This is an optimization exercise on Yosys and OpenROAD, whose aim is small area, a short achievable clock period and few clock cycles, not a production implementation.
Only simulation tests tie the RTL to the original design; equivalence was not proved.
No activity file was given, so power comes from the tool's default toggle rates.

==> flow/design.v <==
module gorilla_enc (
    input  wire        clk,
    input  wire        rst,
    input  wire        in_valid,
    output wire        in_ready,
    input  wire [1:0]  in_op,
    input  wire [31:0] in_ts,
    input  wire [63:0] in_val,
    output wire        out_valid,
    input  wire        out_ready,
    output wire [63:0] out_data,
    output wire        out_last,
    output wire [3:0]  out_nbytes
);
    localparam OP_INIT   = 2'd0;
    localparam OP_PUSH   = 2'd1;
    localparam OP_FINISH = 2'd2;
    localparam B_IDLE  = 2'd0;
    localparam B_FRESH = 2'd1;
    localparam B_MANY  = 2'd2;
    localparam B_DONE  = 2'd3;
    localparam K_NONE   = 2'd0;
    localparam K_INIT   = 2'd1;
    localparam K_PUSH   = 2'd2;
    localparam K_FINISH = 2'd3;
    genvar gi;
    reg  s1v;               
    reg  rdy;               
    wire stall = s1v;
    assign in_ready = rdy;
    reg        iv;
    reg [1:0]  iop;
    reg [31:0] its;
    reg [63:0] ix;          
    reg [1:0]  bstate;
    reg [63:0] vprev;
    wire       is_open = (bstate == B_FRESH) || (bstate == B_MANY);
    wire       first   = (bstate == B_FRESH);
    wire       go1     = iv && !stall;
    wire       do_init = go1 && (iop == OP_INIT);
    wire       do_push = go1 && (iop == OP_PUSH) && is_open;
    wire       do_fin  = go1 && (iop == OP_FINISH) && is_open;
    wire [63:0] vprev_nx = do_init ? 64'd0 : do_push ? (vprev ^ ix) : vprev;
    always @(posedge clk) begin
        if (rst)
            iv <= 1'b0;
        else if (!stall)
            iv <= in_valid;
        if (!stall) begin
            iop <= in_op;
            its <= in_ts;
            ix  <= in_val ^ vprev_nx;
        end
    end
    reg [31:0] tprev;       
    reg [31:0] tpred;       
    wire [31:0] dod      = its - tpred;
    wire [13:0] td14     = its[13:0] - tprev[13:0];
    wire [31:0] tpred_nx = {its[30:0], 1'b0} - tprev;
    wire dz   = (its == tpred);
    wire d_c1 = (dod[31:7]  == 25'd0 && (!dod[6]  || dod[5:0]  == 6'd0)) ||
                (&dod[31:6]  && dod[5:0]  != 6'd0);
    wire d_c2 = (dod[31:9]  == 23'd0 && (!dod[8]  || dod[7:0]  == 8'd0)) ||
                (&dod[31:8]  && dod[7:0]  != 8'd0);
    wire d_c3 = (dod[31:12] == 20'd0 && (!dod[11] || dod[10:0] == 11'd0)) ||
                (&dod[31:11] && dod[10:0] != 11'd0);
    wire [4:0] tcls = dz   ? 5'b00001 :
                      d_c1 ? 5'b00010 :
                      d_c2 ? 5'b00100 :
                      d_c3 ? 5'b01000 : 5'b10000;
    wire [63:0] vx = ix;
    wire [7:0]  bnz;        
    wire [2:0]  blz [0:7];  
    wire [2:0]  btz [0:7];  
    generate
        for (gi = 0; gi < 8; gi = gi + 1) begin : g_byte
            wire [7:0] b = vx[8*gi +: 8];
            assign bnz[gi] = |b;
            assign blz[gi] = b[7] ? 3'd0 : b[6] ? 3'd1 : b[5] ? 3'd2 : b[4] ? 3'd3 :
                             b[3] ? 3'd4 : b[2] ? 3'd5 : b[1] ? 3'd6 : 3'd7;
            assign btz[gi] = b[0] ? 3'd0 : b[1] ? 3'd1 : b[2] ? 3'd2 : b[3] ? 3'd3 :
                             b[4] ? 3'd4 : b[5] ? 3'd5 : b[6] ? 3'd6 : 3'd7;
        end
    endgenerate
    wire [7:0] hsel, lsel;
    generate
        for (gi = 0; gi < 8; gi = gi + 1) begin : g_sel
            if (gi == 7) begin : g_top
                assign hsel[gi] = bnz[gi];
            end else begin : g_nt
                assign hsel[gi] = bnz[gi] && !(|bnz[7:gi+1]);
            end
            if (gi == 0) begin : g_bot
                assign lsel[gi] = bnz[gi];
            end else begin : g_nb
                assign lsel[gi] = bnz[gi] && !(|bnz[gi-1:0]);
            end
        end
    endgenerate
    wire       vz = !(|bnz);
    reg  [5:0] lz6, tz6;    
    integer k;
    always @(*) begin
        lz6 = 6'd0;
        tz6 = 6'd0;
        for (k = 0; k < 8; k = k + 1) begin
            lz6 = lz6 | ({6{hsel[k]}} & {3'd7 - k[2:0], blz[k]});
            tz6 = tz6 | ({6{lsel[k]}} & {k[2:0], btz[k]});
        end
    end
    always @(posedge clk) begin
        if (rst) begin
            bstate <= B_IDLE;
        end else begin
            if (do_init) begin
                bstate <= B_FRESH;
                tprev  <= its;
            end
            if (do_push) begin
                bstate <= B_MANY;
                tprev  <= its;
                tpred  <= tpred_nx;
            end
            if (do_fin)
                bstate <= B_DONE;
        end
        vprev <= vprev_nx;
    end
    reg [1:0]  kb;
    reg        fb;          
    reg [4:0]  tcb;
    reg [31:0] db;          
    reg [63:0] xb;
    reg [5:0]  lzb, tzb;
    reg        vzb;
    always @(posedge clk) begin
        if (rst)
            kb <= K_NONE;
        else if (!stall)
            kb <= do_init ? K_INIT : do_push ? K_PUSH : do_fin ? K_FINISH : K_NONE;
        if (!stall) begin
            fb  <= first;
            tcb <= tcls;
            db  <= (iop == OP_INIT) ? its : first ? {18'd0, td14} : dod;
            xb  <= (iop == OP_PUSH) ? vx : 64'd0;
            lzb <= lz6;
            tzb <= tz6;
            vzb <= vz;
        end
    end
    reg        win_valid;
    reg [4:0]  win_l;
    reg [5:0]  win_t;
    reg [6:0]  win_len;     
    reg [5:0]  pos;         
    wire kb_init = (kb == K_INIT);
    wire kb_push = (kb == K_PUSH);
    wire kb_fin  = (kb == K_FINISH);
    wire reuse = win_valid && (lzb >= {1'b0, win_l}) && (tzb >= win_t);
    wire [4:0] lz_c = lzb[5] ? 5'd31 : lzb[4:0];
    wire [6:0] sig  = 7'd64 - {2'b00, lz_c} - {1'b0, tzb};
    wire t_f = fb;
    wire t_0 = !fb && tcb[0];
    wire t_1 = !fb && tcb[1];
    wire t_2 = !fb && tcb[2];
    wire t_3 = !fb && tcb[3];
    wire t_4 = !fb && tcb[4];
    wire v_f = fb;
    wire v_z = !fb && vzb;
    wire v_r = !fb && !vzb && reuse;
    wire v_n = !fb && !vzb && !reuse;
    wire [35:0] ts_rec = ({36{t_f}} & {db[13:0], 22'd0}) |
                         ({36{t_1}} & {2'b10, db[6:0], 27'd0}) |
                         ({36{t_2}} & {3'b110, db[8:0], 24'd0}) |
                         ({36{t_3}} & {4'b1110, db[11:0], 20'd0}) |
                         ({36{t_4}} & {4'b1111, db});
    wire [5:0]  ts_len = ({6{t_f}} & 6'd14) | ({6{t_0}} & 6'd1) | ({6{t_1}} & 6'd9) |
                         ({6{t_2}} & 6'd12) | ({6{t_3}} & 6'd16) | ({6{t_4}} & 6'd36);
    wire [12:0] pf_rec = ({13{v_r}} & {2'b10, 11'd0}) | ({13{v_n}} & {2'b11, lz_c, sig[5:0]});
    wire [48:0] pf_at = ({49{t_0}} & {1'd0,  pf_rec, 35'd0}) |
                        ({49{t_1}} & {9'd0,  pf_rec, 27'd0}) |
                        ({49{t_2}} & {12'd0, pf_rec, 24'd0}) |
                        ({49{t_3}} & {16'd0, pf_rec, 20'd0}) |
                        ({49{t_4}} & {36'd0, pf_rec});
    wire [48:0] hdr_push = {ts_rec, 13'd0} | pf_at;
    wire [6:0] vlen = ({7{v_f}} & 7'd64) | ({7{v_z}} & 7'd1) |
                      ({7{v_r}} & (win_len + 7'd2)) |
                      ({7{v_n}} & (7'd77 - {2'b00, lz_c} - {1'b0, tzb}));
    wire [5:0] vh   = ({6{v_z}} & 6'd1) | ({6{v_r}} & 6'd2) | ({6{v_n}} & 6'd13);
    wire [5:0] vd   = ({6{v_r}} & (6'd2 - {1'b0, win_l})) |
                      ({6{v_n}} & (6'd13 - {1'b0, lz_c}));
    wire [6:0] len_push = {1'b0, ts_len} + vlen;
    wire [5:0] hl_push  = ts_len + vh;
    wire [5:0] rd_push  = ts_len + vd;
    wire [7:0] sum   = {2'b00, pos} + {1'b0, len_push};
    wire [6:0] q_nx  = {1'b0, pos} + {1'b0, hl_push};
    wire [5:0] ra_nx = pos + rd_push;
    wire [6:0] fsum  = {1'b0, pos} + 7'd44;            
    wire       fmore = fsum[6] && (fsum[5:3] != 3'd0);  
    always @(posedge clk) begin
        if (!stall) begin
            if (kb_init) begin
                win_valid <= 1'b0;
                pos       <= 6'd32;
            end
            if (kb_push) begin
                pos <= sum[5:0];
                if (v_n) begin
                    win_valid <= 1'b1;
                    win_l     <= lz_c;
                    win_t     <= tzb;
                    win_len   <= sig;
                end
            end
        end
    end
    reg [1:0]  k2;
    reg [48:0] hdr2;
    reg [63:0] x2;
    reg [5:0]  cnt2;        
    reg [6:0]  q2;          
    reg [5:0]  ra2;         
    reg [1:0]  c2;          
    reg        l1;          
    reg [3:0]  nb1, nb2;
    always @(posedge clk) begin
        if (rst)
            k2 <= K_NONE;
        else if (!stall)
            k2 <= kb;
        if (!stall) begin
            hdr2 <= kb_init ? {db, 17'd0} :
                    kb_fin  ? {4'hF, 32'hFFFFFFFF, 13'd0} : hdr_push;
            x2   <= xb;
            cnt2 <= pos;
            q2   <= q_nx;
            ra2  <= ra_nx;
            c2   <= kb_fin ? (fmore ? 2'd2 : 2'd1) : kb_push ? sum[7:6] : 2'd0;
            l1   <= kb_fin && !fmore;
            nb1  <= fsum[6:3];
            nb2  <= {1'b0, fsum[5:3]};
        end
    end
    reg [63:0] acc;         
    reg        ov, s2v;     
    reg [63:0] o_data, s1_data, s2_data;
    reg        o_last, s1_last, s2_last;
    reg [3:0]  o_nb, s1_nb, s2_nb;
    wire k_push = (k2 == K_PUSH);
    wire k_fin  = (k2 == K_FINISH);
    wire k_init = (k2 == K_INIT);
    function [63:0] rotr64;
        input [63:0] v;
        input [5:0]  r;
        reg   [63:0] t;
        begin
            t = v;
            if (r[0]) t = {t[0],    t[63:1]};
            if (r[1]) t = {t[1:0],  t[63:2]};
            if (r[2]) t = {t[3:0],  t[63:4]};
            if (r[3]) t = {t[7:0],  t[63:8]};
            if (r[4]) t = {t[15:0], t[63:16]};
            if (r[5]) t = {t[31:0], t[63:32]};
            rotr64 = t;
        end
    endfunction
    wire [63:0] h_rot = rotr64({hdr2, 15'd0}, cnt2);
    wire [63:0] p_rot = rotr64(x2, ra2);
    wire [63:0] m_h, m_p;
    generate
        for (gi = 0; gi < 64; gi = gi + 1) begin : g_mask
            assign m_h[gi] = ({1'b0, cnt2}    <= 7'd63 - gi);
            assign m_p[gi] = ({1'b0, q2[5:0]} <= 7'd63 - gi);
        end
    endgenerate
    wire [63:0] p_lo = p_rot & m_p;       
    wire [63:0] p_hi = p_rot & ~m_p;      
    wire [63:0] w_f  = acc | (h_rot & m_h) | (q2[6] ? 64'd0 : p_lo);
    wire [63:0] w_f1 = (h_rot & ~m_h) | (q2[6] ? p_lo : p_hi);
    wire [63:0] w_f2 = q2[6] ? p_hi : 64'd0;
    wire n1 = !stall && (k_push || k_fin) && (c2 != 2'd0);
    wire n2 = !stall && (k_push || k_fin) && c2[1];
    always @(posedge clk) begin
        if (!stall) begin
            if (k_init)
                acc <= {hdr2[48:17], 32'd0};
            else if (k_push)
                acc <= c2[1] ? w_f2 : c2[0] ? w_f1 : w_f;
        end
    end
    wire take = ov && out_ready;
    reg  s1v_nx;
    always @(*) begin
        if (s1v)
            s1v_nx = !take || s2v;
        else if (ov && !take)
            s1v_nx = n1;
        else
            s1v_nx = n2;
    end
    always @(posedge clk) begin
        if (rst) begin
            ov  <= 1'b0;
            s1v <= 1'b0;
            s2v <= 1'b0;
            rdy <= 1'b1;
        end else begin
            s1v <= s1v_nx;
            rdy <= !s1v_nx;
            if (s1v) begin
                if (take) begin
                    o_data  <= s1_data;
                    o_last  <= s1_last;
                    o_nb    <= s1_nb;
                    s1_data <= s2_data;
                    s1_last <= s2_last;
                    s1_nb   <= s2_nb;
                    s2v     <= 1'b0;
                end
            end else if (ov && !take) begin
                if (n1) begin
                    s1_data <= w_f;
                    s1_last <= l1;
                    s1_nb   <= nb1;
                end
                if (n2) begin
                    s2_data <= w_f1;
                    s2_last <= k_fin;
                    s2_nb   <= nb2;
                    s2v     <= 1'b1;
                end
            end else begin
                ov     <= n1;
                o_data <= w_f;
                o_last <= l1;
                o_nb   <= nb1;
                if (n2) begin
                    s1_data <= w_f1;
                    s1_last <= k_fin;
                    s1_nb   <= nb2;
                end
            end
        end
    end
    assign out_valid  = ov;
    assign out_data   = o_data;
    assign out_last   = o_last;
    assign out_nbytes = o_nb;
endmodule
==> flow/flow/run.sh <==
#!/bin/bash
set -e
cd "$(dirname "$0")/.."
cp config.mk config.mk.orig
echo "export SETUP_SLACK_MARGIN = 10.5" >> config.mk
bash standard.sh > standard_flow.log 2>&1
==> flow/standard.sh <==
#!/bin/bash
# synth_recipe.tcl (not shown) runs the flow's synth.tcl, then flattens the netlist and writes it again
# the make line also repeats each setting of config.mk as NAME=value (left out here)
make -C /OpenROAD-flow-scripts/flow DESIGN_CONFIG=/design/flow/config.mk WORK_HOME=/design/flow/orfs CLKGATE_MAP_FILE= SYNTH_SCRIPT=/design/flow/synth_recipe.tcl "${@:-finish}"
==> flow/config.mk <==
export PLATFORM = sky130hd
export DESIGN_NAME = gorilla_enc
export DESIGN_NICKNAME = gorilla_enc
export VERILOG_FILES = /design/flow/design.v
export SDC_FILE = /design/flow/constraint.sdc
export NUM_CORES = 4
export LEC_CHECK = 0
export CAP_MARGIN = 60
export CORE_MARGIN = 2
export CORE_UTILIZATION = 25
export SLEW_MARGIN = 60
export SETUP_SLACK_MARGIN = 10.5
==> flow/constraint.sdc <==
create_clock -name core_clock -period 15.0 [get_ports {clk}]
set_input_delay 3.0000 -clock core_clock [delete_from_list [all_inputs] [get_ports {clk}]]
set_output_delay 3.0000 -clock core_clock [all_outputs]
set_load 0.01 [all_outputs]
==> results of run 1 <==
path summary, 6_finish.rpt:
check	start	to	slack [ns]	cells past startpoint
worst max-delay path	out_ready	s2_data[33]	10.53	7
worst min-delay path	xb[29]	x2[29]	0.42	0
worst max register to register	its[2]	tcb[2]	10.65	13
worst min register to register	xb[29]	x2[29]	0.42	0
state kept, by name, indices dropped and copies added (netlist names), 49 cells and up:
signal	flops
acc	64
o_data	64
vprev	64
s2_data	64
s1_data	64
ix	64
x2	64
hdr2	49
xb	64
metal layers:
layer	wire [µm]	GRT usage (%)	vias to the layer above
met5	40	0	-
met4	6930	5.93	6
met3	11700	2.56	287
met2	75300	25.1	1499
met1	72400	22.1	18600
li1	-	-	17400
where the power goes:
group / switching (mW) / total (mW) / internal, mW / leakage, nW
combinational: 0.931 / 1.53 / 0.600 / 12.2
sequential: 0.120 / 2.65 / 2.53 / 7.80
clock: 0.991 / 2.38 / 1.39 / 1.56
layout by cell type, fill, tap and decap left out, types with 125 or more instances in the layout:
| cell type | Yosys | final |
|---|---|---|
| xor2_1 | 156 | 156 |
| o21ai_0 | 294 | 276 |
| mux2i_1 | 167 | 161 |
| a21oi_1 | 295 | 282 |
| edfxtp_1 | 711 | 711 |
| xnor2_1 | 148 | 146 |
| mux2_2 | 125 | 125 |
| ha_1 | 139 | 134 |
| mux4_2 | 170 | 170 |
| inv_1 | 237 | 231 |
| nand2_1 | 457 | 453 |
| nor2_1 | 464 | 444 |
timing repair:
action	in CTS	in global routing
cloned	1	2
pin swaps	5	27
resized for setup	97	32
setup endpoints to repair	200	132
buffers inserted	10	21
cell families after synthesis:
family | count (synthesis) | share of synthesized area, %
AO/OA/AOI/OAI | 1053 | 13.7
XOR/XNOR | 304 | 5.40
adder cells (fa/ha/maj) | 154 | 4.13
buffers and inverters | 513 | 4.06
flip-flops | 786 | 46.3
multiplexers | 462 | 14.0
AND/OR/NAND/NOR | 1363 | 12.4
layout make-up:
type	count	area share (%)
clock buffers	108	4.05
clock inverters	62	1.47
inverters	245	1.62
multi-input cells	3336	43.0
flip-flops and latches	786	39.2
well taps	2640	5.66
repair buffers	283	5.06
worst max-delay path, delay by kind of cell:
| family | cells | cell delay, ns |
|---|---|---|
| buffers and inverters | 4 | 1.20 |
| and+or+nand+nor | 3 | 0.63 |
metrics by stage:
step                      cell area (µm²)  setup WS, ns
final                               58400         10.53
after global placement              53900          8.93
after CTS                           57700         10.50
after floorplan                     49500          8.87
after global routing                58400         10.43
after detailed placement            54400          9.21
==> summary.txt, run 1 <==
Util after Layout - 29.6%
Hold_buf cts - 0
Root buf cell - clkbuf_16
Layout Nets - 4,999
Initial core utilization - 25.1%
Pin count of the biggest net entering global routing - 92
Syn_area_per_cell - 10.6 µm²
Register area share after synthesis - 46.3%
PD cells - 112 mW/mm²
Yosys top cell area share - 43.3%
Count leader, synth - edfxtp_1
Worst Tran Pin Value - 0.699 ns
TritonCTS Buffers - 91
Core ar. - 0.197 mm²
FF/Latch Area - 0.0229 mm²
Worst Setup Start Kind - primary input
GPL Wtd Cong - 0.965
LEAKAGE - 21.5 nW
Max cap viols - 0
Clock Latency Late Sink - 0.75 ns
WHS - 0.416 ns
Req. time, crit path - 15.39 ns
Reg clk slew, reported paths - 0.06 ns
Final period util - 29.8%
Site Rows - 163
Via count - 37,700
Top-Level Pins - 173
Count of input and output buffers - 172
Primary FF master, synth - edfxtp_1
Vias per cell - 5.06
Clock skew - 0.0762 ns
Placed cells - 7,251
Min-Delay Path Class - reg -> reg
# DRC - 0
FF+latch count, synth - 786
VDD IR max - 0.0857 mV
Fin cells - 7,460
Die H - 448 µm
Post-Syn Instances - 4,635
Minimum clock period after layout - 4.47 ns
Clock sinks - 786
Fin. max-slew vios - 0
Most common library cells after synthesis - edfxtp_1, nor2_1, nand2_1
Sum of negative setup slack - 0 ns
WP data arrival - 4.85 ns
DIE AREA - 0.201 mm²
CTS max path bufs - 3
Post-synth top area cell - edfxtp_1
Top cells by area, synth - edfxtp_1, mux4_2, nor2_1
Area occupied by multi-input gates - 0.0251 mm²
RSZ-0062 raised after global routing - yes
Number of DRC markers in iteration 0 - 4,139
Post-synth cell types - 97
Worst Setup End Kind - register
Total GRT Usage - 16.0%
Crit-path max FO - 29
Antenna-violating nets left - 0
Vias in the first global route - 35,500
Total wire length - 166,000 µm
Max Freq - 224 MHz
First-pass GRT wire length - 241,000 µm
Layout fillers - 20,100
Status - complete, no violations
Pwr Total - 6.56 mW
Antenna cells - 0
TritonRoute pass-1 iters - 6
H-Tree Depth - 3
Initial antenna violation count - 6
Drt wl/cell - 22.3 µm
DIE WIDTH - 448 µm
Worst-path cell chain - clkdlybuf4s50_1 -> nor2b_4 -> buf_12 -> nand2_4 -> nor4_4 -> buf_4 -> clkbuf_16
Post-Syn Nets - 4,891
Area Overhead vs Synth - 18.2%
Gr ovfl total - 0
Number of synthesized flops with an enable pin - 711
Finish-stage setup viols - 0
Setup CP Type - in -> reg
Synth Warn # - 1
CTS tree - done
Layout cells sized above 1 - 14.9%
FFs w/ async S/R, synth - 0%
Synth Cell Area - 0.0493 mm²
Max incr delay on CP - 0.53 ns
DP HPWL - 124,000 µm
Relative slew margins - 52.9%
Final Hold Viols - 0
Slowest CP cell - clkdlybuf4s50_1
Testbench counts, summed over its fixed seeds: cycles 16,319.
==> run 2, diff against run 1 <==
--- a/flow/design.v
+++ b/flow/design.v
@@ -26,5 +26,55 @@
     genvar gi;
-    reg  s1v;               
-    reg  rdy;               
-    wire stall = s1v;
+    function [31:0] add32;
+        input [31:0] a, b;
+        input        ci;
+        reg   [31:0] g, p, gg, pp;
+        integer i, d;
+        begin
+            g  = a & b;
+            p  = a ^ b;
+            gg = g;
+            pp = p;
+            gg[0] = g[0] | (p[0] & ci);
+            for (d = 1; d < 32; d = d * 2)
+                for (i = 31; i >= d; i = i - 1) begin
+                    gg[i] = gg[i] | (pp[i] & gg[i - d]);
+                    pp[i] = pp[i] & pp[i - d];
+                end
+            add32 = p ^ {gg[30:0], ci};
+        end
+    endfunction
+    function [7:0] add8;
+        input [7:0] a, b;
+        input       ci;
+        reg   [7:0] g, p, gg, pp;
+        integer i, d;
+        begin
+            g  = a & b;
+            p  = a ^ b;
+            gg = g;
+            pp = p;
+            gg[0] = g[0] | (p[0] & ci);
+            for (d = 1; d < 8; d = d * 2)
+                for (i = 7; i >= d; i = i - 1) begin
+                    gg[i] = gg[i] | (pp[i] & gg[i - d]);
+                    pp[i] = pp[i] & pp[i - d];
+                end
+            add8 = p ^ {gg[6:0], ci};
+        end
+    endfunction
+    function [7:0] add8x4;
+        input [7:0] a, b, c, d;
+        input       ci;
+        reg   [7:0] s1, c1, s2, c2;
+        begin
+            s1 = a ^ b ^ c;
+            c1 = ((a & b) | (a & c) | (b & c)) << 1;
+            s2 = s1 ^ c1 ^ d;
+            c2 = ((s1 & c1) | (s1 & d) | (c1 & d)) << 1;
+            add8x4 = add8(s2, c2, ci);
+        end
+    endfunction
+    reg  rdy;
+    reg  s1v, ov, dbl;
+    wire stall = s1v || (ov && dbl);
     assign in_ready = rdy;
@@ -33,3 +83,3 @@
     reg [31:0] its;
-    reg [63:0] ix;          
+    reg [63:0] ival;
     reg [1:0]  bstate;
@@ -42,3 +92,2 @@
     wire       do_fin  = go1 && (iop == OP_FINISH) && is_open;
-    wire [63:0] vprev_nx = do_init ? 64'd0 : do_push ? (vprev ^ ix) : vprev;
     always @(posedge clk) begin
@@ -51,3 +100,3 @@
             its <= in_ts;
-            ix  <= in_val ^ vprev_nx;
+            ival <= in_val;
         end
@@ -56,5 +105,6 @@
     reg [31:0] tpred;       
-    wire [31:0] dod      = its - tpred;
-    wire [13:0] td14     = its[13:0] - tprev[13:0];
-    wire [31:0] tpred_nx = {its[30:0], 1'b0} - tprev;
+    wire [31:0] dod      = add32(its, ~tpred, 1'b1);
+    wire [31:0] td       = add32(its, ~tprev, 1'b1);
+    wire [13:0] td14     = td[13:0];
+    wire [31:0] tpred_nx = add32({its[30:0], 1'b0}, ~tprev, 1'b1);
     wire dz   = (its == tpred);
@@ -70,3 +120,3 @@
                       d_c3 ? 5'b01000 : 5'b10000;
-    wire [63:0] vx = ix;
+    wire [63:0] vx = ival ^ vprev;
     wire [7:0]  bnz;        
@@ -110,2 +160,4 @@
     end
+    wire [4:0] lz_c6 = lz6[5] ? 5'd31 : lz6[4:0];
+    wire [7:0] sig8a = add8x4(8'd64, ~{3'b000, lz_c6}, ~{2'b00, tz6}, 8'd1, 1'b1);
     always @(posedge clk) begin
@@ -126,3 +178,6 @@
         end
-        vprev <= vprev_nx;
+        if (do_init)
+            vprev <= 64'd0;
+        else if (do_push)
+            vprev <= ival;
     end
@@ -133,3 +188,5 @@
     reg [63:0] xb;
-    reg [5:0]  lzb, tzb;
+    reg [4:0]  lzb;         
+    reg [5:0]  tzb;
+    reg [6:0]  sgb;         
     reg        vzb;
@@ -145,3 +202,4 @@
             xb  <= (iop == OP_PUSH) ? vx : 64'd0;
-            lzb <= lz6;
+            lzb <= lz_c6;
+            sgb <= sig8a[6:0];
             tzb <= tz6;
@@ -158,5 +216,7 @@
     wire kb_fin  = (kb == K_FINISH);
-    wire reuse = win_valid && (lzb >= {1'b0, win_l}) && (tzb >= win_t);
-    wire [4:0] lz_c = lzb[5] ? 5'd31 : lzb[4:0];
-    wire [6:0] sig  = 7'd64 - {2'b00, lz_c} - {1'b0, tzb};
+    wire [7:0] l_ge = add8({3'b000, lzb}, ~{3'b000, win_l}, 1'b1);
+    wire [7:0] t_ge = add8({2'b00, tzb}, ~{2'b00, win_t}, 1'b1);
+    wire reuse = win_valid && !l_ge[7] && !t_ge[7];
+    wire [4:0] lz_c = lzb;
+    wire [6:0] sig  = sgb;
     wire t_f = fb;
@@ -185,15 +245,20 @@
     wire [48:0] hdr_push = {ts_rec, 13'd0} | pf_at;
-    wire [6:0] vlen = ({7{v_f}} & 7'd64) | ({7{v_z}} & 7'd1) |
-                      ({7{v_r}} & (win_len + 7'd2)) |
-                      ({7{v_n}} & (7'd77 - {2'b00, lz_c} - {1'b0, tzb}));
-    wire [5:0] vh   = ({6{v_z}} & 6'd1) | ({6{v_r}} & 6'd2) | ({6{v_n}} & 6'd13);
-    wire [5:0] vd   = ({6{v_r}} & (6'd2 - {1'b0, win_l})) |
-                      ({6{v_n}} & (6'd13 - {1'b0, lz_c}));
-    wire [6:0] len_push = {1'b0, ts_len} + vlen;
-    wire [5:0] hl_push  = ts_len + vh;
-    wire [5:0] rd_push  = ts_len + vd;
-    wire [7:0] sum   = {2'b00, pos} + {1'b0, len_push};
-    wire [6:0] q_nx  = {1'b0, pos} + {1'b0, hl_push};
-    wire [5:0] ra_nx = pos + rd_push;
-    wire [6:0] fsum  = {1'b0, pos} + 7'd44;            
+    wire [7:0] tl = ({8{tcb[0]}} & 8'd1) | ({8{tcb[1]}} & 8'd9) | ({8{tcb[2]}} & 8'd12) |
+                    ({8{tcb[3]}} & 8'd16) | ({8{tcb[4]}} & 8'd36);
+    wire [7:0] p8 = {2'b00, pos};
+    wire [7:0] s_z  = add8x4(p8, tl, 8'd1, 8'd0, 1'b0);
+    wire [7:0] s_r  = add8x4(p8, tl, {1'b0, win_len}, 8'd2, 1'b0);
+    wire [7:0] s_n  = add8x4(p8, tl, {1'b0, sig}, 8'd13, 1'b0);
+    wire [7:0] s_f  = add8(p8, 8'd78, 1'b0);
+    wire [7:0] q_r  = add8x4(p8, tl, 8'd2, 8'd0, 1'b0);
+    wire [7:0] q_n  = add8x4(p8, tl, 8'd13, 8'd0, 1'b0);
+    wire [7:0] q_f  = add8(p8, 8'd14, 1'b0);
+    wire [7:0] r_r  = add8x4(p8, tl, ~{3'b000, win_l}, 8'd2, 1'b1);
+    wire [7:0] r_n  = add8x4(p8, tl, ~{3'b000, lz_c}, 8'd13, 1'b1);
+    wire [7:0] sum   = ({8{v_f}} & s_f) | ({8{v_z}} & s_z) | ({8{v_r}} & s_r) | ({8{v_n}} & s_n);
+    wire [6:0] q_nx  = ({7{v_f}} & q_f[6:0]) | ({7{v_z}} & s_z[6:0]) |
+                       ({7{v_r}} & q_r[6:0]) | ({7{v_n}} & q_n[6:0]);
+    wire [5:0] ra_nx = ({6{v_f}} & q_f[5:0]) | ({6{v_r}} & r_r[5:0]) | ({6{v_n}} & r_n[5:0]);
+    wire [7:0] fs8   = add8({2'b00, pos}, 8'd44, 1'b0);
+    wire [6:0] fsum  = fs8[6:0];                       
     wire       fmore = fsum[6] && (fsum[5:3] != 3'd0);  
@@ -225,7 +290,11 @@
     reg [3:0]  nb1, nb2;
+    wire [1:0] c_nx = kb_fin ? (fmore ? 2'd2 : 2'd1) : kb_push ? sum[7:6] : 2'd0;
     always @(posedge clk) begin
-        if (rst)
+        if (rst) begin
             k2 <= K_NONE;
-        else if (!stall)
+            c2 <= 2'd0;
+        end else if (!stall) begin
             k2 <= kb;
+            c2 <= c_nx;
+        end
         if (!stall) begin
@@ -237,3 +306,2 @@
             ra2  <= ra_nx;
-            c2   <= kb_fin ? (fmore ? 2'd2 : 2'd1) : kb_push ? sum[7:6] : 2'd0;
             l1   <= kb_fin && !fmore;
@@ -244,6 +312,5 @@
     reg [63:0] acc;         
-    reg        ov, s2v;     
-    reg [63:0] o_data, s1_data, s2_data;
-    reg        o_last, s1_last, s2_last;
-    reg [3:0]  o_nb, s1_nb, s2_nb;
+    reg [63:0] o_data, s1_data;
+    reg        o_last, s1_last;
+    reg [3:0]  o_nb, s1_nb;
     wire k_push = (k2 == K_PUSH);
@@ -268,9 +335,4 @@
     wire [63:0] p_rot = rotr64(x2, ra2);
-    wire [63:0] m_h, m_p;
-    generate
-        for (gi = 0; gi < 64; gi = gi + 1) begin : g_mask
-            assign m_h[gi] = ({1'b0, cnt2}    <= 7'd63 - gi);
-            assign m_p[gi] = ({1'b0, q2[5:0]} <= 7'd63 - gi);
-        end
-    endgenerate
+    wire [63:0] m_h = {64{1'b1}} >> cnt2;
+    wire [63:0] m_p = {64{1'b1}} >> q2[5:0];
     wire [63:0] p_lo = p_rot & m_p;       
@@ -280,4 +342,5 @@
     wire [63:0] w_f2 = q2[6] ? p_hi : 64'd0;
-    wire n1 = !stall && (k_push || k_fin) && (c2 != 2'd0);
-    wire n2 = !stall && (k_push || k_fin) && c2[1];
+    wire emits = (k_push || k_fin);
+    wire n1 = !stall && emits && (c2 != 2'd0);
+    wire n2 = !stall && emits && c2[1];
     always @(posedge clk) begin
@@ -291,11 +354,7 @@
     wire take = ov && out_ready;
-    reg  s1v_nx;
-    always @(*) begin
-        if (s1v)
-            s1v_nx = !take || s2v;
-        else if (ov && !take)
-            s1v_nx = n1;
-        else
-            s1v_nx = n2;
-    end
+    wire ov_nx  = s1v || (ov && !take) || n1;
+    wire s1v_nx = s1v ? !take : (ov && !take) ? n1 : n2;
+    wire [1:0] k2_nx  = stall ? k2 : kb;
+    wire [1:0] c2_nx  = stall ? c2 : c_nx;
+    wire       dbl_nx = (k2_nx == K_PUSH || k2_nx == K_FINISH) && c2_nx[1];
     always @(posedge clk) begin
@@ -304,16 +363,14 @@
             s1v <= 1'b0;
-            s2v <= 1'b0;
+            dbl <= 1'b0;
             rdy <= 1'b1;
         end else begin
+            ov  <= ov_nx;
             s1v <= s1v_nx;
-            rdy <= !s1v_nx;
+            dbl <= dbl_nx;
+            rdy <= !(s1v_nx || (ov_nx && dbl_nx));
             if (s1v) begin
                 if (take) begin
-                    o_data  <= s1_data;
-                    o_last  <= s1_last;
-                    o_nb    <= s1_nb;
-                    s1_data <= s2_data;
-                    s1_last <= s2_last;
-                    s1_nb   <= s2_nb;
-                    s2v     <= 1'b0;
+                    o_data <= s1_data;
+                    o_last <= s1_last;
+                    o_nb   <= s1_nb;
                 end
@@ -325,10 +382,3 @@
                 end
-                if (n2) begin
-                    s2_data <= w_f1;
-                    s2_last <= k_fin;
-                    s2_nb   <= nb2;
-                    s2v     <= 1'b1;
-                end
             end else begin
-                ov     <= n1;
                 o_data <= w_f;
==> summary.txt, run 2 <==
Complex-gate fraction of the synthesized area - 15.0% (was 13.7%)
Post-synth top area cell - edfxtp_1 (unchanged)
Worst Tran Pin Value - 0.704 ns (was 0.699 ns)
Area Overhead vs Synth - 18.6% (was 18.2%)
Reg clk slew, reported paths - 0.06 ns (about the same)
Count leader, synth - edfxtp_1 (unchanged)
Clock sinks - 724 (was 786)
Worst Setup Start Kind - register (was primary input)
Top cells by area, synth - edfxtp_1, mux4_2, ha_1 (was edfxtp_1, mux4_2, nor2_1)
Post-synthesis mux area share - 13.3% (was 14.0%)
Number of synthesized flops with an enable pin - 647 (was 711)
Gr ovfl total - 0 (unchanged)
TritonRoute pass-1 iters - 7 (was 6)
Primary FF master, synth - edfxtp_1 (unchanged)
Fin cells - 7,303 (was 7,460)
Final Hold Viols - 0 (unchanged)
Layout cells sized above 1 - 15.3% (was 14.9%)
Site Rows - 159 (was 163)
Initial antenna violation count - 5 (was 6)
Number of DRC markers in iteration 0 - 4,021 (was 4,139)
Pin count of the biggest net entering global routing - 81 (was 92)
Max cap viols - 0 (unchanged)
Layout fillers - 19,300 (was 20,100)
GPL Wtd Cong - 0.995 (was 0.965)
Post-Syn Nets - 4,961 (was 4,891)
Minimum clock period after layout - 4.41 ns (was 4.47 ns)
WP data arrival - 1.41 ns (was 4.85 ns)
Synth Warn # - 1 (unchanged)
WHS - 0.407 ns (was 0.416 ns)
Yosys top cell area share - 41.0% (was 43.3%)
Antenna-violating nets left - 0 (unchanged)
VDD IR max - 0.0875 mV (was 0.0857 mV)
Worst-path cell chain - clkdlybuf4s15_1 (was clkdlybuf4s50_1 -> nor2b_4 -> buf_12 -> nand2_4 -> nor4_4 -> buf_4 -> clkbuf_16)
Slowest CP cell - edfxtp_1 (was clkdlybuf4s50_1)
Post-synthesis simple-gate area fraction - 12.9% (was 12.4%)
Post-DP Area - 0.0524 mm² (was 0.0544 mm²)
Req. time, crit path - 12.00 ns (was 15.39 ns)
DP HPWL - 123,000 µm (was 124,000 µm)
Final period util - 29.4% (was 29.8%)
PD cells - 115 mW/mm² (was 112 mW/mm²)
Vias per cell - 5.16 (was 5.06)
Top-Level Pins - 173 (unchanged)
Vias in the first global route - 35,900 (was 35,500)
Fin. max-slew vios - 0 (unchanged)
H-Tree Depth - 3 (unchanged)
FFs w/ async S/R, synth - 0% (unchanged)
FF+latch count, synth - 724 (was 786)
Core ar. - 0.188 mm² (was 0.197 mm²)
Setup CP Type - reg -> out (was in -> reg)
Max incr delay on CP - 0.43 ns (was 0.53 ns)
Relative slew margins - 52.6% (was 52.9%)
Layout Nets - 5,042 (was 4,999)
Count of input and output buffers - 172 (unchanged)
Synth Cell Area - 0.0474 mm² (was 0.0493 mm²)
XOR/XNOR share of the synthesized area - 4.60% (was 5.40%)
Finish-stage setup viols - 0 (unchanged)
TritonCTS Buffers - 83 (was 91)
Post-Syn Instances - 4,655 (was 4,635)
RSZ-0062 raised after global routing - yes (unchanged)
DIE AREA - 0.193 mm² (was 0.201 mm²)
Main combinational cell family by area after synthesis - compound AO/OA/AOI/OAI gates (was multiplexers)
Die H - 439 µm (was 448 µm)
CTS max path bufs - 3 (unchanged)
CTS tree - done (unchanged)
LEAKAGE - 20.9 nW (was 21.5 nW)
Most common library cells after synthesis - edfxtp_1, nand2_1, nor2_1 (was edfxtp_1, nor2_1, nand2_1)
Crit-path max FO - 1 (was 29)
# DRC - 0 (unchanged)
First-pass GRT wire length - 242,000 µm (was 241,000 µm)
Sum of negative setup slack - 0 ns (unchanged)
Critical path buffers and inverters - 1 (was 4)
Placed cells - 7,109 (was 7,251)
Total wire length - 166,000 µm (about the same)
Initial core utilization - 25.2% (was 25.1%)
Register area share after synthesis - 44.2% (was 46.3%)
Post-synth cell types - 96 (was 97)
Syn_area_per_cell - 10.2 µm² (was 10.6 µm²)
Total GRT Usage - 16.6% (was 16.0%)
Commonest non-fill, non-tap cells in the layout - edfxtp_1, nand2_1, nor2_1, a21oi_1, o21ai_0 (unchanged)
Min-Delay Path Class - reg -> reg (unchanged)
FF/Latch Area - 0.0210 mm² (was 0.0229 mm²)
Via count - 37,700 (about the same)
Final instance area - 0.0562 mm² (was 0.0584 mm²)
Clock skew - 0.0680 ns (was 0.0762 ns)
Clock Latency Late Sink - 0.73 ns (was 0.75 ns)
Commonest non-fill, non-tap cell in the layout - edfxtp_1 (unchanged)
DIE WIDTH - 439 µm (was 448 µm)
Max Freq - 227 MHz (was 224 MHz)
Worst Setup End Kind - primary output (was register)
Hold_buf cts - 0 (unchanged)
Root buf cell - clkbuf_16 (unchanged)
Synth Area in Adders - 5.78% (was 4.13%)
Status - complete, no violations (unchanged)
Area occupied by multi-input gates - 0.0255 mm² (was 0.0251 mm²)
CP top delay family - flip-flops (was buffers and inverters)
Drt wl/cell - 22.7 µm (was 22.3 µm)
run 2: power by group:
part           internal, mW  switching (mW)
registers              2.34           0.154
logic                 0.713            1.13
clock network          1.22           0.891
run 2: cell type report:
class / instances / area share (%)
clock inverter: 47 / 0.959
tap: 2495 / 5.55
inverter: 243 / 1.66
antenna: 3 / 0.0134
timing repair buffer: 288 / 5.18
multi-input combinational: 3396 / 45.3
sequential: 724 / 37.3
clock buffer: 107 / 4.00
run 2: cells by family (layout without fill, tap and decap cells):
| kind of cell | Yosys count | count (layout) |
|---|---|---|
| AOI/OAI and AO/OA | 1130 | 1130 |
| xor gates and xnor gates | 249 | 249 |
| muxes | 423 | 423 |
| adders and majority gates | 204 | 204 |
| other | 0 | 3 |
| and+or+nand+nor | 1389 | 1390 |
| DFF | 724 | 724 |
| buffers and inverters | 536 | 685 |
run 2: per-stage QoR:
step                power, mW  worst slack [ns]  util (%)
floorplan                3.58              9.58         -
global placement         4.22              9.30      27.5
detailed placement       4.29              9.37      27.9
CTS                      6.41             10.25      29.4
global route             6.70             10.45      29.9
finish                   6.45             10.59      29.9
run 2: worst paths after layout:
kind                            slack [ns]  cells past startpoint           end        from
worst min-delay path                  0.41                      0        x2[51]      xb[51]
worst max register to register       10.62                     15        tcb[4]      its[0]
worst min register to register        0.41                      0        x2[51]      xb[51]
worst max-delay path                 10.59                      1  out_data[55]  o_data[55]
run 2: per-layer routing:
layer | share of wire, % | vias to the layer above | GRT usage (%)
met2 | 43 | 1620 | 24.9
li1 | - | 17300 | -
met4 | 5.0 | 6 | 7.30
met3 | 8.0 | 371 | 3.44
met5 | 0.026 | - | 0
met1 | 44 | 18400 | 23.0
run 2: what timing repair did:
item                                    4_1_cts  5_1_grt
resized for setup                           108       90
endpoints found under the setup margin      143       80
setup buffers                                 9       20
cloned                                        0        1
pin swaps                                     7       18
Testbench counts of run 2, summed over its fixed seeds: cycles 16,346.
==> run 3, diff against run 2 <==
--- a/flow/design.v
+++ b/flow/design.v
@@ -262,4 +262,3 @@
     wire [7:0] fs8   = add8({2'b00, pos}, 8'd44, 1'b0);
-    wire [6:0] fsum  = fs8[6:0];                       
-    wire       fmore = fsum[6] && (fsum[5:3] != 3'd0);  
+    wire       fmore = fs8[6] && (fs8[5:3] != 3'd0);   
     always @(posedge clk) begin
@@ -288,4 +287,2 @@
     reg [1:0]  c2;          
-    reg        l1;          
-    reg [3:0]  nb1, nb2;
     wire [1:0] c_nx = kb_fin ? (fmore ? 2'd2 : 2'd1) : kb_push ? sum[7:6] : 2'd0;
@@ -306,5 +303,2 @@
             ra2  <= ra_nx;
-            l1   <= kb_fin && !fmore;
-            nb1  <= fsum[6:3];
-            nb2  <= {1'b0, fsum[5:3]};
         end
@@ -318,2 +312,6 @@
     wire k_init = (k2 == K_INIT);
+    wire [7:0] fp8 = add8({2'b00, cnt2}, 8'd44, 1'b0);
+    wire       l1  = k_fin && !c2[1];     
+    wire [3:0] nb1 = fp8[6:3];
+    wire [3:0] nb2 = {1'b0, fp8[5:3]};
     function [63:0] rotr64;
==> flow/flow/run.sh (replaced) <==
#!/bin/bash
set -e
cd "$(dirname "$0")/.."
cp config.mk config.mk.orig
echo "export SETUP_SLACK_MARGIN = 10.6" >> config.mk
bash standard.sh > standard_flow.log 2>&1
--- a/flow/config.mk
+++ b/flow/config.mk
@@ -7,6 +7,8 @@
 export LEC_CHECK = 0
-export CAP_MARGIN = 60
+export CAP_MARGIN = 40
 export CORE_MARGIN = 2
 export CORE_UTILIZATION = 25
-export SLEW_MARGIN = 60
-export SETUP_SLACK_MARGIN = 10.5
+export CTS_CLUSTER_DIAMETER = 80
+export CTS_CLUSTER_SIZE = 30
+export SLEW_MARGIN = 40
+export SETUP_SLACK_MARGIN = 10.6
==> summary.txt, run 3 <==
CP top delay family - flip-flops (unchanged)
Count leader, synth - edfxtp_1 (unchanged)
Layout cells sized above 1 - 15.5% (was 15.3%)
Initial core utilization - 25.1% (was 25.2%)
Synth Area in Adders - 5.87% (was 5.78%)
Total wire length - 163,000 µm (was 166,000 µm)
Vias per cell - 5.24 (was 5.16)
TritonRoute pass-1 iters - 6 (was 7)
Critical path buffers and inverters - 1 (unchanged)
Top-Level Pins - 173 (unchanged)
Worst Tran Pin Value - 0.978 ns (was 0.704 ns)
DP HPWL - 120,000 µm (was 123,000 µm)
Sequential power share - 40.0% (was 38.7%)
Clock power share - 31.5% (was 32.8%)
VDD IR max - 0.0969 mV (was 0.0875 mV)
Worst-path cell chain - buf_4 (was clkdlybuf4s15_1)
Max incr delay on CP - 0.51 ns (was 0.43 ns)
Most common library cells after synthesis - edfxtp_1, nand2_1, nor2_1 (unchanged)
Main combinational cell family by area after synthesis - compound AO/OA/AOI/OAI gates (unchanged)
Final period util - 29.6% (was 29.4%)
Yosys top cell area share - 40.5% (was 41.0%)
Gr ovfl total - 0 (unchanged)
Hold_buf cts - 0 (unchanged)
Pre-CTS WS - 9.21 ns (was 9.37 ns)
PD cells - 112 mW/mm² (was 115 mW/mm²)
Post-synthesis simple-gate area fraction - 12.5% (was 12.9%)
Vias in the first global route - 35,800 (was 35,900)
Comb power frac - 28.5% (about the same)
Slowest CP cell - dfxtp_2 (was edfxtp_1)
Max cap viols - 0 (unchanged)
Max Freq - 225 MHz (was 227 MHz)
Worst Setup End Kind - primary output (unchanged)
Clock sinks - 719 (was 724)
CTS tree - done (unchanged)
Commonest non-fill, non-tap cell in the layout - edfxtp_1 (unchanged)
Worst Setup Start Kind - register (unchanged)
Fin. max-slew vios - 0 (unchanged)
Setup CP Type - reg -> out (unchanged)
RSZ-0062 raised after global routing - yes (unchanged)
Synth Warn # - 1 (unchanged)
LEAKAGE - 20.5 nW (was 20.9 nW)
Clock skew - 0.0823 ns (was 0.0680 ns)
Minimum clock period after layout - 4.44 ns (was 4.41 ns)
Relative slew margins - 34.8% (was 52.6%)
Antenna-violating nets left - 0 (unchanged)
P_sw - 2.27 mW (was 2.17 mW)
Top cells by area, synth - edfxtp_1, mux4_2, ha_1 (unchanged)
Register area share after synthesis - 43.8% (was 44.2%)
TritonCTS Buffers - 60 (was 83)
Internal - 3.91 mW (was 4.28 mW)
Post-synth cell types - 86 (was 96)
Sum of negative setup slack - 0 ns (unchanged)
Complex-gate fraction of the synthesized area - 15.6% (was 15.0%)
GPL Wtd Cong - 0.990 (was 0.995)
Total GRT Usage - 16.2% (was 16.6%)
Primary FF master, synth - edfxtp_1 (unchanged)
Commonest non-fill, non-tap cells in the layout - edfxtp_1, nand2_1, nor2_1, a21oi_1, o21ai_0 (unchanged)
FFs w/ async S/R, synth - 0% (unchanged)
Drt wl/cell - 22.5 µm (was 22.7 µm)
Site Rows - 160 (was 159)
Root buf cell - clkbuf_16 (unchanged)
Worst setup margin - 10.56 ns (was 10.59 ns)
Initial antenna violation count - 13 (was 5)
Syn_area_per_cell - 10.3 µm² (was 10.2 µm²)
Die H - 440 µm (was 439 µm)
Core ar. - 0.190 mm² (was 0.188 mm²)
Post-synth top area cell - edfxtp_1 (unchanged)
CTS max path bufs - 3 (unchanged)
Synth Cell Area - 0.0476 mm² (was 0.0474 mm²)
Min-Delay Path Class - reg -> reg (unchanged)
Number of DRC markers in iteration 0 - 4,634 (was 4,021)
DIE AREA - 0.194 mm² (was 0.193 mm²)
Finish-stage setup viols - 0 (unchanged)
Crit-path max FO - 8 (was 1)
Layout Nets - 4,987 (was 5,042)
Status - complete, no violations (unchanged)
Pin count of the biggest net entering global routing - 174 (was 81)
Via count - 37,900 (was 37,700)
XOR/XNOR share of the synthesized area - 4.33% (was 4.60%)
Post-synthesis mux area share - 13.6% (was 13.3%)
DIE WIDTH - 440 µm (was 439 µm)
Post-Syn Nets - 4,948 (was 4,961)
Count of input and output buffers - 172 (unchanged)
Clock Latency Late Sink - 0.77 ns (was 0.73 ns)
Reg clk slew, reported paths - 0.10 ns (was 0.06 ns)
Area Overhead vs Synth - 16.1% (was 18.6%)
FF+latch count, synth - 719 (was 724)
Req. time, crit path - 12.00 ns (about the same)
# DRC - 0 (unchanged)
WP data arrival - 1.44 ns (was 1.41 ns)
Post-Syn Instances - 4,638 (was 4,655)
H-Tree Depth - 2 (was 3)
First-pass GRT wire length - 238,000 µm (was 242,000 µm)
Final Hold Viols - 0 (unchanged)
Switching Share - 36.7% (was 33.7%)
Number of synthesized flops with an enable pin - 642 (was 647)
run 3: cell count changes after synthesis, moves of 17 or more:
cell     delta
xnor2_1    -22
nor2_1     -43
mux2i_1    -27
nand2_1    -17
a21oi_1    -20
run 3: power groups by stage:
stage	registers [mW]	logic [mW]	clock network, mW
6_report	2.47	1.76	1.95
5_1_grt	2.49	1.87	2.06
4_1_cts	2.47	1.69	2.00
3_5_place_dp	2.52	1.69	0
3_3_place_gp	2.52	1.65	0
2_1_floorplan	2.43	1.13	0
run 3: final cells by class:
| type | count | area, µm² |
|---|---|---|
| timing repair buffer | 265 | 2320 |
| fill | 19600 | 134000 |
| multi-input combinational | 3378 | 25400 |
| tap | 2511 | 3140 |
| clock buffer | 61 | 1530 |
| sequential | 719 | 20800 |
| antenna | 3 | 7.51 |
| inverter | 253 | 971 |
| clock inverter | 53 | 1020 |
run 3: worst paths after layout:
check,startpoint,to,slack (ns),cells past startpoint
min,xb[3],x2[3],0.42,0
min reg2reg,xb[3],x2[3],0.42,0
max reg2reg,ival[17],sgb[5],10.66,18
max,ov,out_valid,10.56,1
run 3: kinds of logic after synthesis:
kind of cell / after synthesis
fa+ha+maj: 208
mux: 419
flops: 719
buf+inv: 543
xor+xnor: 235
simple gates: 1344
compound gates: 1170
run 3: stage by stage:
step	instance area (µm²)	std cells	hold slack [ns]	util (%)	total power, mW
2_1_floorplan	47700	4638	0.400	-	3.56
3_5_place_dp	52000	7093	0.405	27.4	4.20
5_1_grt	55200	7243	0.425	29.1	6.42
3_3_place_gp	51900	7091	0.404	27.4	4.17
6_report	55200	7243	0.424	29.1	6.18
4_1_cts	54700	7217	0.425	28.9	6.17
run 3: per-layer routing:
layer	global-route usage, %	vias to the layer above	part of all wire (%)
met1	22.7	18600	43
met5	0	-	0.044
met2	24.5	1832	43
met4	6.51	12	4.1
li1	-	17300	-
met3	3.19	265	9.3
run 3: what timing repair did:
| action | 4_1_cts | 5_1_grt |
|---|---|---|
| endpoints found under the setup margin | 264 | 105 |
| resized for setup | 337 | 62 |
| pin swaps | 6 | 21 |
| cloned | 1 | 2 |
| setup buffers | 9 | 19 |
Testbench counts of run 3, summed over its fixed seeds: cycles 16,346.
==> run 4, diff against run 3 <==
--- a/flow/design.v
+++ b/flow/design.v
@@ -248,11 +248,16 @@
     wire [7:0] p8 = {2'b00, pos};
-    wire [7:0] s_z  = add8x4(p8, tl, 8'd1, 8'd0, 1'b0);
-    wire [7:0] s_r  = add8x4(p8, tl, {1'b0, win_len}, 8'd2, 1'b0);
-    wire [7:0] s_n  = add8x4(p8, tl, {1'b0, sig}, 8'd13, 1'b0);
+    wire [7:0] pt = add8(p8, tl, 1'b0);                
+    wire [7:0] vl_r = add8({1'b0, win_len}, 8'd2, 1'b0);
+    wire [7:0] vl_n = add8({1'b0, sig}, 8'd13, 1'b0);
+    wire [7:0] vd_r = add8(8'd2, ~{3'b000, win_l}, 1'b1);
+    wire [7:0] vd_n = add8(8'd13, ~{3'b000, lz_c}, 1'b1);
+    wire [7:0] s_z  = add8(pt, 8'd1, 1'b0);
+    wire [7:0] s_r  = add8(pt, vl_r, 1'b0);
+    wire [7:0] s_n  = add8(pt, vl_n, 1'b0);
     wire [7:0] s_f  = add8(p8, 8'd78, 1'b0);
-    wire [7:0] q_r  = add8x4(p8, tl, 8'd2, 8'd0, 1'b0);
-    wire [7:0] q_n  = add8x4(p8, tl, 8'd13, 8'd0, 1'b0);
+    wire [7:0] q_r  = add8(pt, 8'd2, 1'b0);
+    wire [7:0] q_n  = add8(pt, 8'd13, 1'b0);
     wire [7:0] q_f  = add8(p8, 8'd14, 1'b0);
-    wire [7:0] r_r  = add8x4(p8, tl, ~{3'b000, win_l}, 8'd2, 1'b1);
-    wire [7:0] r_n  = add8x4(p8, tl, ~{3'b000, lz_c}, 8'd13, 1'b1);
+    wire [7:0] r_r  = add8(pt, vd_r, 1'b0);
+    wire [7:0] r_n  = add8(pt, vd_n, 1'b0);
     wire [7:0] sum   = ({8{v_f}} & s_f) | ({8{v_z}} & s_z) | ({8{v_r}} & s_r) | ({8{v_n}} & s_n);
==> summary.txt, run 4 <==
Status - complete, no violations (unchanged)
Worst setup margin - 10.65 ns (was 10.56 ns)
Die H - 435 µm (was 440 µm)
Clock skew - 0.0475 ns (was 0.0823 ns)
Slowest CP cell - edfxtp_1 (was dfxtp_2)
Vias in the first global route - 34,600 (was 35,800)
Relative slew margins - 34.4% (was 34.8%)
DP HPWL - 119,000 µm (was 120,000 µm)
Hold_buf cts - 0 (unchanged)
Initial core utilization - 25.1% (about the same)
LEAKAGE - 19.8 nW (was 20.5 nW)
Number of DRC markers in iteration 0 - 4,253 (was 4,634)
Site Rows - 158 (was 160)
Min-Delay Path Class - reg -> reg (unchanged)
Worst-path cell chain - dlygate4sd2_1 (was buf_4)
Synth Warn # - 1 (unchanged)
Synth Cell Area - 0.0465 mm² (was 0.0476 mm²)
Post-synth cell types - 93 (was 86)
RSZ-0062 raised after global routing - no (was yes)
Top-Level Pins - 173 (unchanged)
Pin count of the biggest net entering global routing - 119 (was 174)
Yosys top cell area share - 41.5% (was 40.5%)
Top cells by area, synth - edfxtp_1, mux4_2, nand2_1 (was edfxtp_1, mux4_2, ha_1)
Worst Setup End Kind - primary output (unchanged)
Layout Nets - 4,865 (was 4,987)
Fin. max-slew vios - 0 (unchanged)
FFs w/ async S/R, synth - 0% (unchanged)
Post-Syn Instances - 4,566 (was 4,638)
Commonest non-fill, non-tap cell in the layout - edfxtp_1 (unchanged)
Vias per cell - 5.14 (was 5.24)
Drt wl/cell - 22.5 µm (about the same)
Max cap viols - 0 (unchanged)
First-pass GRT wire length - 236,000 µm (was 238,000 µm)
Layout cells sized above 1 - 13.8% (was 15.5%)
FF+latch count, synth - 719 (unchanged)
Primary FF master, synth - edfxtp_1 (unchanged)
Total wire length - 160,000 µm (was 163,000 µm)
DIE WIDTH - 435 µm (was 440 µm)
Root buf cell - clkbuf_16 (unchanged)
Syn_area_per_cell - 10.2 µm² (was 10.3 µm²)
Internal - 3.65 mW (was 3.91 mW)
Crit-path max FO - 1 (was 8)
Count of input and output buffers - 172 (unchanged)
Clock sinks - 719 (unchanged)
Area Overhead vs Synth - 15.9% (was 16.1%)
Switching Share - 34.9% (was 36.7%)
DIE AREA - 0.189 mm² (was 0.194 mm²)
CTS tree - done (unchanged)
Commonest non-fill, non-tap cells in the layout - edfxtp_1, nand2_1, nor2_1, a21oi_1, o21ai_0 (unchanged)
Number of synthesized flops with an enable pin - 642 (unchanged)
Via count - 36,600 (was 37,900)
Final Hold Viols - 0 (unchanged)
# DRC - 0 (unchanged)
Max incr delay on CP - 0.38 ns (was 0.51 ns)
Critical path buffers and inverters - 1 (unchanged)
H-Tree Depth - 2 (unchanged)
Clock Latency Late Sink - 0.70 ns (was 0.77 ns)
Final period util - 29.0% (was 29.6%)
PD cells - 104 mW/mm² (was 112 mW/mm²)
Req. time, crit path - 12.00 ns (about the same)
Comb power frac - 26.8% (was 28.5%)
Count leader, synth - edfxtp_1 (unchanged)
Register area share after synthesis - 44.8% (was 43.8%)
Core ar. - 0.185 mm² (was 0.190 mm²)
TritonRoute pass-1 iters - 5 (was 6)
Worst Tran Pin Value - 0.974 ns (was 0.978 ns)
Worst Setup Start Kind - register (unchanged)
Util after Layout - 29.1% (about the same)
VDD IR max - 0.0898 mV (was 0.0969 mV)
GPL Wtd Cong - 1.01 (was 0.990)
Pwr Total - 5.61 mW (was 6.18 mW)
CTS max path bufs - 3 (unchanged)
Reg clk slew, reported paths - 0.10 ns (about the same)
Max Freq - 230 MHz (was 225 MHz)
Minimum clock period after layout - 4.35 ns (was 4.44 ns)
Gr ovfl total - 0 (unchanged)
Sum of negative setup slack - 0 ns (unchanged)
Sequential power share - 43.8% (was 40.0%)
Post-Syn Nets - 4,826 (was 4,948)
Setup CP Type - reg -> out (unchanged)
Total GRT Usage - 16.3% (was 16.2%)
Pre-CTS WS - 9.34 ns (was 9.21 ns)
Post-synth top area cell - edfxtp_1 (unchanged)
Most common library cells after synthesis - edfxtp_1, nand2_1, nor2_1 (unchanged)
CP top delay family - flip-flops (unchanged)
Reg2reg setup slack - 10.68 ns (was 10.66 ns)
P_sw - 1.96 mW (was 2.27 mW)
Finish-stage setup viols - 0 (unchanged)
TritonCTS Buffers - 50 (was 60)
WP data arrival - 1.35 ns (was 1.44 ns)
Initial antenna violation count - 5 (was 13)
Clock power share - 29.3% (was 31.5%)
Antenna-violating nets left - 0 (unchanged)
## run 4: cell types whose count changed after synthesis, moves of 19 or more
cell / before / now
xnor2_1: 169 / 204
ha_1: 183 / 151
clkbuf_1: 234 / 203
o21ai_0: 263 / 240
mux2i_1: 116 / 142
inv_1: 248 / 213
o21bai_1: 13 / 32
mux2_2: 135 / 111
nand2_1: 510 / 588
## run 4: cell families after synthesis
logic type	share of synthesized area [%]
adders and majority gates	4.37
buffers and inverters	4.28
xor gates and xnor gates	4.78
AOI/OAI and AO/OA	15.2
DFF	44.8
muxes	13.4
and+or+nand+nor	13.2
## run 4: final timing paths
kind / cells past startpoint / end / start
max: 1 / out_data[18] / o_data[18]
min reg2reg: 0 / x2[53] / xb[53]
min: 0 / x2[53] / xb[53]
max reg2reg: 11 / o_data[14] / cnt2[1]
## run 4: stage by stage
step / cells / hold slack (ns) / area (µm²)
after floorplan: 4566 / 0.400 / 46600
after global placement: 7004 / 0.403 / 50800
after detailed placement: 7009 / 0.405 / 50900
after CTS: 7108 / 0.427 / 53200
after global routing: 7129 / 0.429 / 53900
final: 7130 / 0.429 / 53900
## run 4: routing by layer
metal	up-vias	wire (µm)	GRT usage, %
li1	16900	-	-
met1	17900	70300	22.8
met2	1526	70700	25.2
met3	250	11800	2.56
met4	2	7270	6.46
met5	-	13	0
## run 4: area by class of cell
type,count,area [µm²]
Multi-Input combinational cell,3347,24500
Sequential cell,719,20800
Clock inverter,39,732
Tap cell,2480,3100
Clock buffer,55,1300
Antenna cell,3,7.51
Fill cell,19200,131000
Timing Repair Buffer,267,2540
Inverter,220,843
## run 4: power by group through the flow
stage               clock network [mW]  registers, mW  logic (mW)
CTS                               1.69           2.46        1.46
global placement                     0           2.50        1.43
floorplan                            0           2.42       0.992
detailed placement                   0           2.50        1.45
finish                            1.65           2.46        1.51
global route                      1.76           2.47        1.61
## run 4: repair_timing
action,in CTS,in global routing
buffers inserted,3,18
resized for setup,175,83
pin swaps,2,18
endpoints found under the setup margin,209,49
cloned,2,0
Testbench counts of run 4, summed over its fixed seeds: cycles 16,346.
==> run 5, diff against run 4 <==
--- a/flow/flow/run.sh
+++ b/flow/flow/run.sh
@@ -5,2 +5,3 @@
 echo "export SETUP_SLACK_MARGIN = 10.6" >> config.mk
+echo "export BUFFER_PORTS_ARGS = -buffer_cell sky130_fd_sc_hd__buf_1" >> config.mk
 bash standard.sh > standard_flow.log 2>&1
--- a/flow/config.mk
+++ b/flow/config.mk
@@ -9,6 +9,8 @@
 export CORE_MARGIN = 2
-export CORE_UTILIZATION = 25
+export CORE_UTILIZATION = 45
 export CTS_CLUSTER_DIAMETER = 80
 export CTS_CLUSTER_SIZE = 30
+export PLACE_DENSITY = 0.8
 export SLEW_MARGIN = 40
 export SETUP_SLACK_MARGIN = 10.6
+export BUFFER_PORTS_ARGS = -buffer_cell sky130_fd_sc_hd__buf_1
==> summary.txt, run 5 <==
Status - complete, no violations (unchanged)
VDD IR max - 0.0902 mV (was 0.0898 mV)
CTS tree - done (unchanged)
Vias in the first global route - 34,800 (was 34,600)
Synth Warn # - 1 (unchanged)
Post-Syn Instances - 4,566 (unchanged)
Clock skew - 0.0433 ns (was 0.0475 ns)
Clock sinks - 719 (unchanged)
PD cells - 106 mW/mm² (was 104 mW/mm²)
Max incr delay on CP - 0.45 ns (was 0.38 ns)
Worst reg2reg endpoint - sgb[5] (was o_data[14])
Minimum clock period after layout - 4.37 ns (was 4.35 ns)
Min-delay src - xb[62] (was xb[53])
Worst reg2reg path depth - 20 (was 11)
Layout fillers - 9,111 (was 19,200)
Reg clk slew, reported paths - 0.11 ns (was 0.10 ns)
Gr ovfl total - 0 (unchanged)
Initial antenna violation count - 1 (was 5)
Final period util - 29.1% (was 29.0%)
Max cap viols - 0 (unchanged)
Initial core utilization - 45.5% (was 25.1%)
GPL Wtd Cong - 1.04 (was 1.01)
Max Freq - 229 MHz (was 230 MHz)
Clock Latency Late Sink - 0.67 ns (was 0.70 ns)
FFs w/ async S/R, synth - 0% (unchanged)
LEAKAGE - 19.0 nW (was 19.8 nW)
Setup CP Type - reg -> reg (was reg -> out)
Reg2reg setup slack - 10.63 ns (was 10.68 ns)
Commonest non-fill, non-tap cell in the layout - edfxtp_1 (unchanged)
WHS - 0.429 ns (about the same)
Post-synth cell types - 93 (unchanged)
RSZ-0062 raised after global routing - yes (was no)
Sequential power share - 45.5% (was 43.8%)
Worst Tran Pin Value - 0.961 ns (was 0.974 ns)
Slowest CP cell - edfxtp_1 (unchanged)
WP data arrival - 4.78 ns (was 1.35 ns)
Worst Setup Start Kind - register (unchanged)
Total wire length - 148,000 µm (was 160,000 µm)
Critical path buffers and inverters - 0 (was 1)
Fin. max-slew vios - 0 (unchanged)
Count leader, synth - edfxtp_1 (unchanged)
Antenna-violating nets left - 0 (unchanged)
Comb power frac - 27.5% (was 26.8%)
DIE WIDTH - 325 µm (was 435 µm)
Min-Delay Path Class - reg -> reg (unchanged)
Post-synth top area cell - edfxtp_1 (unchanged)
Crit Reg-Reg Startpoint - ival[2] (was cnt2[1])
Total GRT Usage - 27.0% (was 16.3%)
Top cells by area, synth - edfxtp_1, mux4_2, nand2_1 (unchanged)
Syn_area_per_cell - 10.2 µm² (unchanged)
Via count - 37,500 (was 36,600)
Register area share after synthesis - 44.8% (unchanged)
Most used cell, CP - nor2_4
Final instance area - 0.0510 mm² (was 0.0539 mm²)
Layout Nets - 4,864 (was 4,865)
Sum of negative setup slack - 0 ns (unchanged)
Worst Setup End Kind - register (was primary output)
H-Tree Depth - 2 (unchanged)
Yosys top cell area share - 41.5% (unchanged)
DIE AREA - 0.106 mm² (was 0.189 mm²)
Primary FF master, synth - edfxtp_1 (unchanged)
Crit-path max FO - 5 (was 1)
Layout cells sized above 1 - 13.2% (was 13.8%)
Root buf cell - clkbuf_16 (unchanged)
Number of synthesized flops with an enable pin - 642 (unchanged)
TritonRoute pass-1 iters - 9 (was 5)
Area Overhead vs Synth - 9.70% (was 15.9%)
Vias per cell - 6.24 (was 5.14)
Post-Syn Nets - 4,826 (unchanged)
Switching Share - 34.5% (was 34.9%)
Relative slew margins - 35.3% (was 34.4%)
Core ar. - 0.102 mm² (was 0.185 mm²)
Hold path cells - 0 (unchanged)
Count of input and output buffers - 172 (unchanged)
# DRC - 0 (unchanged)
DP HPWL - 108,000 µm (was 119,000 µm)
Top-Level Pins - 173 (unchanged)
Most common library cells after synthesis - edfxtp_1, nand2_1, nor2_1 (unchanged)
P_sw - 1.86 mW (was 1.96 mW)
Pin count of the biggest net entering global routing - 121 (was 119)
Commonest non-fill, non-tap cells in the layout - edfxtp_1, nand2_1, nor2_1, a21oi_1, o21ai_0 (unchanged)
Die H - 325 µm (was 435 µm)
Site Rows - 117 (was 158)
Internal - 3.53 mW (was 3.65 mW)
CTS max path bufs - 3 (unchanged)
Finish-stage setup viols - 0 (unchanged)
Worst-path cell chain - xnor2_2 -> nand2_2 -> nor2_4 -> nand2_2 -> nor2_4 -> nand2_2 -> nor2_4 -> nand3_2 -> nor2_4 -> nand3_4 -> o32ai_4 -> nor4_2 -> ha_1 -> ha_1 -> ha_1 -> a21o_1 -> a21o_1 -> a21o_1 -> a21oi_2 -> xnor2_1 (was dlygate4sd2_1)
FF+latch count, synth - 719 (unchanged)
Number of DRC markers in iteration 0 - 5,020 (was 4,253)
TritonCTS Buffers - 43 (was 50)
Clock power share - 26.9% (was 29.3%)
Final Hold Viols - 0 (unchanged)
Req. time, crit path - 15.41 ns (was 12.00 ns)
Synth Cell Area - 0.0465 mm² (unchanged)
First-pass GRT wire length - 220,000 µm (was 236,000 µm)
Post-DP Area - 0.0484 mm² (was 0.0509 mm²)
CP top delay family - simple AND/OR/NAND/NOR gates (was flip-flops)
Drt wl/cell - 24.7 µm (was 22.5 µm)
WHS Endpoint - x2[62] (was x2[53])
## run 5: cell counts after synthesis
No cell type changed its count.
## run 5: layout make-up
type	instances	area, µm²	area share (%)
clock inverters	29	537	1.05
well taps	1368	1710	3.36
clock buffers	51	1130	2.21
repair buffers	275	1500	2.93
multi-input cells	3345	24500	47.9
inverters	220	847	1.66
diodes	2	5.00	0.00981
flip-flops and latches	719	20800	40.8
## run 5: power groups by stage
stage | Combinational, mW | Clock (mW) | Sequential [mW]
final | 1.48 | 1.45 | 2.46
after global routing | 1.58 | 1.53 | 2.46
after CTS | 1.42 | 1.48 | 2.45
after detailed placement | 1.40 | 0 | 2.49
after global placement | 1.37 | 0 | 2.49
after floorplan | 0.992 | 0 | 2.42
## run 5: worst max-delay path by stage
stage,start,endpoint,slack [ns],depth (start not counted)
4_1_cts,out_ready,s1_data[27],10.60,7
5_1_grt,ival[21],sgb[5],10.46,18
3_3_place_gp,out_ready,rdy,9.08,8
6_report,ival[2],sgb[5],10.63,20
2_1_floorplan,out_ready,s1_data[0],9.61,3
3_5_place_dp,out_ready,rdy,9.00,8
## run 5: kinds of logic (layout without fill, tap and decap cells)
logic type | Yosys count | count (layout) | synth area share, %
mux | 412 | 412 | 13.4
fa+ha+maj | 158 | 158 | 4.37
other cells | 0 | 2 | 0
xor+xnor | 253 | 253 | 4.78
buf+inv | 502 | 575 | 4.28
simple gates | 1412 | 1412 | 13.2
flops | 719 | 719 | 44.8
compound gates | 1110 | 1110 | 15.2
## run 5: per-stage QoR
step / power (mW) / std cells / worst slack (ns) / utilization [%]
global route: 5.57 / 6007 / 10.46 / 49.9
finish: 5.39 / 6009 / 10.63 / 49.9
floorplan: 3.41 / 4566 / 9.61 / -
CTS: 5.34 / 5981 / 10.60 / 49.3
detailed placement: 3.89 / 5890 / 9.00 / 47.4
global placement: 3.86 / 5888 / 9.08 / 47.3
## run 5: metal layers
metal / GRT usage, % / vias up / share of wire (%)
li1: - / 16900 / -
met2: 41.1 / 2224 / 44
met4: 13.5 / 2 / 5.6
met5: 0 / - / 0.0088
met3: 4.44 / 325 / 9.9
met1: 37.4 / 18100 / 40
## run 5: what timing repair did
action | in CTS | in global routing
buffers inserted | 11 | 26
endpoints found under the setup margin | 102 | 118
hold buffers | 0 | 0
gates cloned | 0 | 0
gates resized for setup | 48 | 70
pin swaps | 9 | 21

## afterwards: timing with drivers on the ports
Ports are ideal in the flow. The routed layouts listed here were re-timed in OpenROAD.
Step 1 sets driving cells, clkbuf_16 on the clock port and buf_2 on the other inputs (assumed; they add their load-dependent delay and slew).
Step 2 times the ports against the registers' clock, not the clock port: input delays grow and output delays shrink by t, the midpoint of the rising clock arrivals with the driver on.
Three values: ideal ports, drivers, drivers and shift; two values: the first two.
run	t (ns)	slack for setup (ns)	worst hold slack (ns)	clock arrival spread, ns	worst slew at a driven data input, ns
run 1	0.790	10.534 / 10.504 / 9.760	0.416 / 0.416 / 0.416	0.077 / 0.078	0.09
run 2	0.766	10.587 / 10.514 / 9.969	0.407 / 0.407 / 0.407	0.068 / 0.069	0.10
run 3	0.805	10.556 / 10.483 / 9.901	0.424 / 0.424 / 0.424	0.082 / 0.083	0.15
run 4	0.748	10.654 / 10.581 / 9.870	0.429 / 0.429 / 0.429	0.048 / 0.047	0.17
run 5	0.718	10.633 / 10.633 / 9.975	0.429 / 0.429 / 0.429	0.043 / 0.043	0.05
After both steps setup and hold are still met in every run listed. For run 4, which loses most, drivers alone change the setup slack by -0.073 ns; drivers and shift together by -0.784 ns.
